Source: an optimization exercise on an open RTL-to-GDS flow (aim: small area). Production flows keep margins and buffers that such runs may drop.
Function was checked by simulation only, so behaviour that the tests miss may differ from the original.
The flow treats the clock pin as an ideal source, which a real chip does not have.

==> inputs of violet <==
// ts100_i2cm
module ts100_i2cm (
    input  wire        clk,
    input  wire        rst_n,
    input  wire        h_valid,
    input  wire        h_write,
    input  wire [2:0]  h_size,
    input  wire [4:0]  h_addr,
    input  wire [31:0] h_wdata,
    output reg  [31:0] h_rdata,
    output wire        h_err,
    input  wire        scl_i,
    input  wire        sda_i,
    output wire        scl_o,
    output wire        sda_o
);
==> flow/config.mk <==
export PLATFORM = sky130hd
export DESIGN_NAME = ts100_i2cm
export DESIGN_NICKNAME = ts100_i2cm
export VERILOG_FILES = /design/flow/design.v
export SDC_FILE = /design/flow/constraint.sdc
export NUM_CORES = 4
export LEC_CHECK = 0
export CAP_MARGIN = 20
export CORE_MARGIN = 2
export CORE_UTILIZATION = 40
export CTS_BUF_LIST = sky130_fd_sc_hd__clkbuf_8
export SLEW_MARGIN = 20
==> flow/constraint.sdc <==
create_clock -name core_clock -period 10.0 [get_ports {clk}]
set_input_delay 2.0000 -clock core_clock [delete_from_list [all_inputs] [get_ports {clk}]]
set_output_delay 2.0000 -clock core_clock [all_outputs]
set_load 0.01 [all_outputs]
standard.sh (not shown) runs the stock make flow with config.mk's settings and CLKGATE_MAP_FILE= SYNTH_SCRIPT=/design/flow/synth_recipe.tcl, a recipe that flattens the netlist after the stock synthesis.
==> flow/flow/run.sh <==
#!/bin/bash
# Own layout flow: the standard flow (standard.sh) with these changes.
#  1. Synthesis is the standard flow's own script (synth_recipe.tcl, unchanged), except
#     that the abc call maps the logic for area: it runs abc once with each
#     script in flow/abc/ on the same input and keeps the smallest result.
#     Everything before and after abc, and so every register with its name
#     and cell, is the standard synthesis's. The adders are left to abc
#     too (ADDER_MAP_FILE empty) instead of being mapped to adder cells.
#  2. Port buffers are made from sky130_fd_sc_hd__buf_1.
#  3. The clock tree is built with the options in flow/cts_args (small
#     buffers, no dummy loads); flow/post_cts.tcl then upsizes the leaf
#     buffers whose flip-flop clock pins would see a slow slew.
# Each tool's output goes to a log file in this folder.
set -euo pipefail
HERE=$(pwd)
{
  cat <<'EOT'
proc abc {args} {
  set i [lsearch -exact $args -script]
  set l [lsearch -exact $args -liberty]
  set lib [lindex $args [expr {$l + 1}]]
  yosys design -save own_pre_abc
  set best_area -1
  set best -1
  set n 0
  foreach script [lsort [glob $::env(OWN_ABC_DIR)/*.abc]] {
    yosys design -load own_pre_abc
    yosys abc {*}[lreplace $args [expr {$i + 1}] [expr {$i + 1}] $script]
    set rep [tee -q -s result.string stat -liberty $lib]
    if {![regexp {Chip area for module[^:]*:\s*([0-9.]+)} $rep -> area]} {
      error "own abc: no area for $script"
    }
    puts "own abc: [file tail $script] area $area"
    yosys design -save own_cand_$n
    if {$best < 0 || $area < $best_area} {
      set best_area $area
      set best $n
    }
    incr n
  }
  puts "own abc: keeping candidate $best, area $best_area"
  yosys design -load own_cand_$best
}
EOT
  cat synth_recipe.tcl
} > own_synth.tcl
sed "s|SYNTH_SCRIPT=[^ ]*|SYNTH_SCRIPT=$HERE/own_synth.tcl|" standard.sh > own_standard.sh
grep -q "SYNTH_SCRIPT=$HERE/own_synth.tcl" own_standard.sh
export OWN_ABC_DIR="$HERE/flow/abc"
# no adder cells from ADDER_MAP_FILE: abc maps the adders with the rest of the logic
export ADDER_MAP_FILE=
export BUFFER_PORTS_ARGS="-buffer_cell sky130_fd_sc_hd__buf_1"
# clock tree options (flow/cts_args), in place of ORFS's defaults
export CTS_ARGS="$(cat flow/cts_args)"
# after CTS: upsize the clock tree's leaf buffers that give a slow clock slew
export POST_CTS_TCL="$HERE/flow/post_cts.tcl"
bash own_standard.sh > standard.log 2>&1
==> flow/flow/post_cts.tcl <==
# Own flow, after CTS: the clock tree is built from sky130_fd_sc_hd__clkbuf_4
# (flow/cts_args). A leaf buffer (all its loads are flip-flop clock pins) whose
# worst clock-pin slew, with placement parasitics, is above 118 ps
# becomes a sky130_fd_sc_hd__clkbuf_8; the placement is legalized again, and
# this repeats until no leaf is above the limit.
proc own_upsize_leaves {own_slew_limit} {
  estimate_parasitics -placement
  set resized 0
  foreach net [get_nets clknet_*] {
    set drv [get_pins -of_objects $net -filter "direction==output"]
    if {[llength $drv] != 1} { continue }
    set cell [get_cells -of_objects $drv]
    if {[get_property $cell ref_name] ne "sky130_fd_sc_hd__clkbuf_4"} { continue }
    set pins [get_pins -of_objects $net -filter "direction==input"]
    set clk_pins {}
    foreach pin $pins {
      if {[get_property $pin lib_pin_name] eq "CLK"} { lappend clk_pins $pin }
    }
    if {[llength $clk_pins] == 0 || [llength $clk_pins] != [llength $pins]} { continue }
    set worst 0
    foreach pin $clk_pins {
      foreach e {rise fall} {
        set s [get_property $pin slew_max_$e]
        if {$s > $worst} { set worst $s }
      }
    }
    if {$worst > $own_slew_limit} {
      puts "own post-cts: [get_full_name $cell] drives [get_full_name $net], slew $worst: clkbuf_8"
      replace_cell $cell sky130_fd_sc_hd__clkbuf_8
      incr resized
    }
  }
  if {$resized > 0} {
    detailed_placement
    check_placement -verbose
  }
  return $resized
}
for {set own_pass 0} {$own_pass < 5} {incr own_pass} {
  if {[own_upsize_leaves 0.118] == 0} { break }
}
estimate_parasitics -placement
Other scripts of this flow, unchanged in this note and not shown: flow/flow/abc/ds1a.abc, flow/flow/abc/ds1b.abc, flow/flow/abc/ds2a.abc, flow/flow/abc/ds2b.abc, flow/flow/abc/ds3a.abc, flow/flow/abc/ds3b.abc, flow/flow/cts_args
==> garnet (differences from violet) <==
--- a/flow/flow/post_cts.tcl
+++ b/flow/flow/post_cts.tcl
@@ -1,8 +1,10 @@
 # Own flow, after CTS: the clock tree is built from sky130_fd_sc_hd__clkbuf_4
 # (flow/cts_args). A leaf buffer (all its loads are flip-flop clock pins) whose
-# worst clock-pin slew, with placement parasitics, is above 118 ps
+# worst clock-pin slew, with placement parasitics, is above own_slew_limit
 # becomes a sky130_fd_sc_hd__clkbuf_8; the placement is legalized again, and
 # this repeats until no leaf is above the limit.
-proc own_upsize_leaves {own_slew_limit} {
+set own_slew_limit 0.118
+proc own_upsize_leaves {} {
+  global own_slew_limit
   estimate_parasitics -placement
   set resized 0
@@ -38,5 +40,5 @@
 }
 for {set own_pass 0} {$own_pass < 5} {incr own_pass} {
-  if {[own_upsize_leaves 0.118] == 0} { break }
+  if {[own_upsize_leaves] == 0} { break }
 }
 estimate_parasitics -placement
==> flow_metrics.tcl <==
set metrics [dict create \
    tool.error "Error: cts.tcl, 90 can't read \"own_slew_limit\": no such variable" \
    synth_seq_cells 86 \
    die_h_um 103 \
    status "did not finish" \
    synth_area_mm2 0.00389 \
    synthMuxAreaShare 0 \
    async_flop_share 0 \
    clock-sinks 86 \
    lastStage "clock tree synthesis (4_1_cts)" \
]
[end of results for garnet]
==> flow_metrics.tcl <==
set metrics [dict create \
    status "timing/DRC/antenna clean" \
    synth_seq_cells 86 \
    synth.most_common_cell "dfxtp_1" \
    reg_top3 "to_n x16, wcnt x16" \
    synth_area_mm2 0.00389 \
    antenna_found_initial 0 \
    path_depth 5 \
    clock-sinks 86 \
    synthMuxAreaShare 0 \
]
[end of results for violet]

[afterwards: timing with drivers on the ports]
No port has a modelled driver above. Below, the same layout with a new extraction and two added sets of constraints.
Step 1 sets driving cells, clkbuf_16 on the clock port and buf_2 on the other inputs (assumed; they add their load-dependent delay and slew).
Step 2 adds t to the input delays and takes it off the output delays; t is the mean of the earliest and latest rising clock arrival at the registers after step 1. Input paths then give back, and output paths get back, about the clock's delay inside the block.
Three values: ideal, step 1, step 2; two values: the first two.
run: violet
shift t [ns]: 0.457
setup slack, ns: 4.517 / 4.494 / 4.384
worst setup path at the end: input to register
slew at the worst register clock pin (ns): 0.11 / 0.11
cell pins on the clock port's net: 1
After both steps violet still meets setup and hold. The setup slack of violet moves by -0.023 ns with the drivers and by -0.133 ns with both steps.
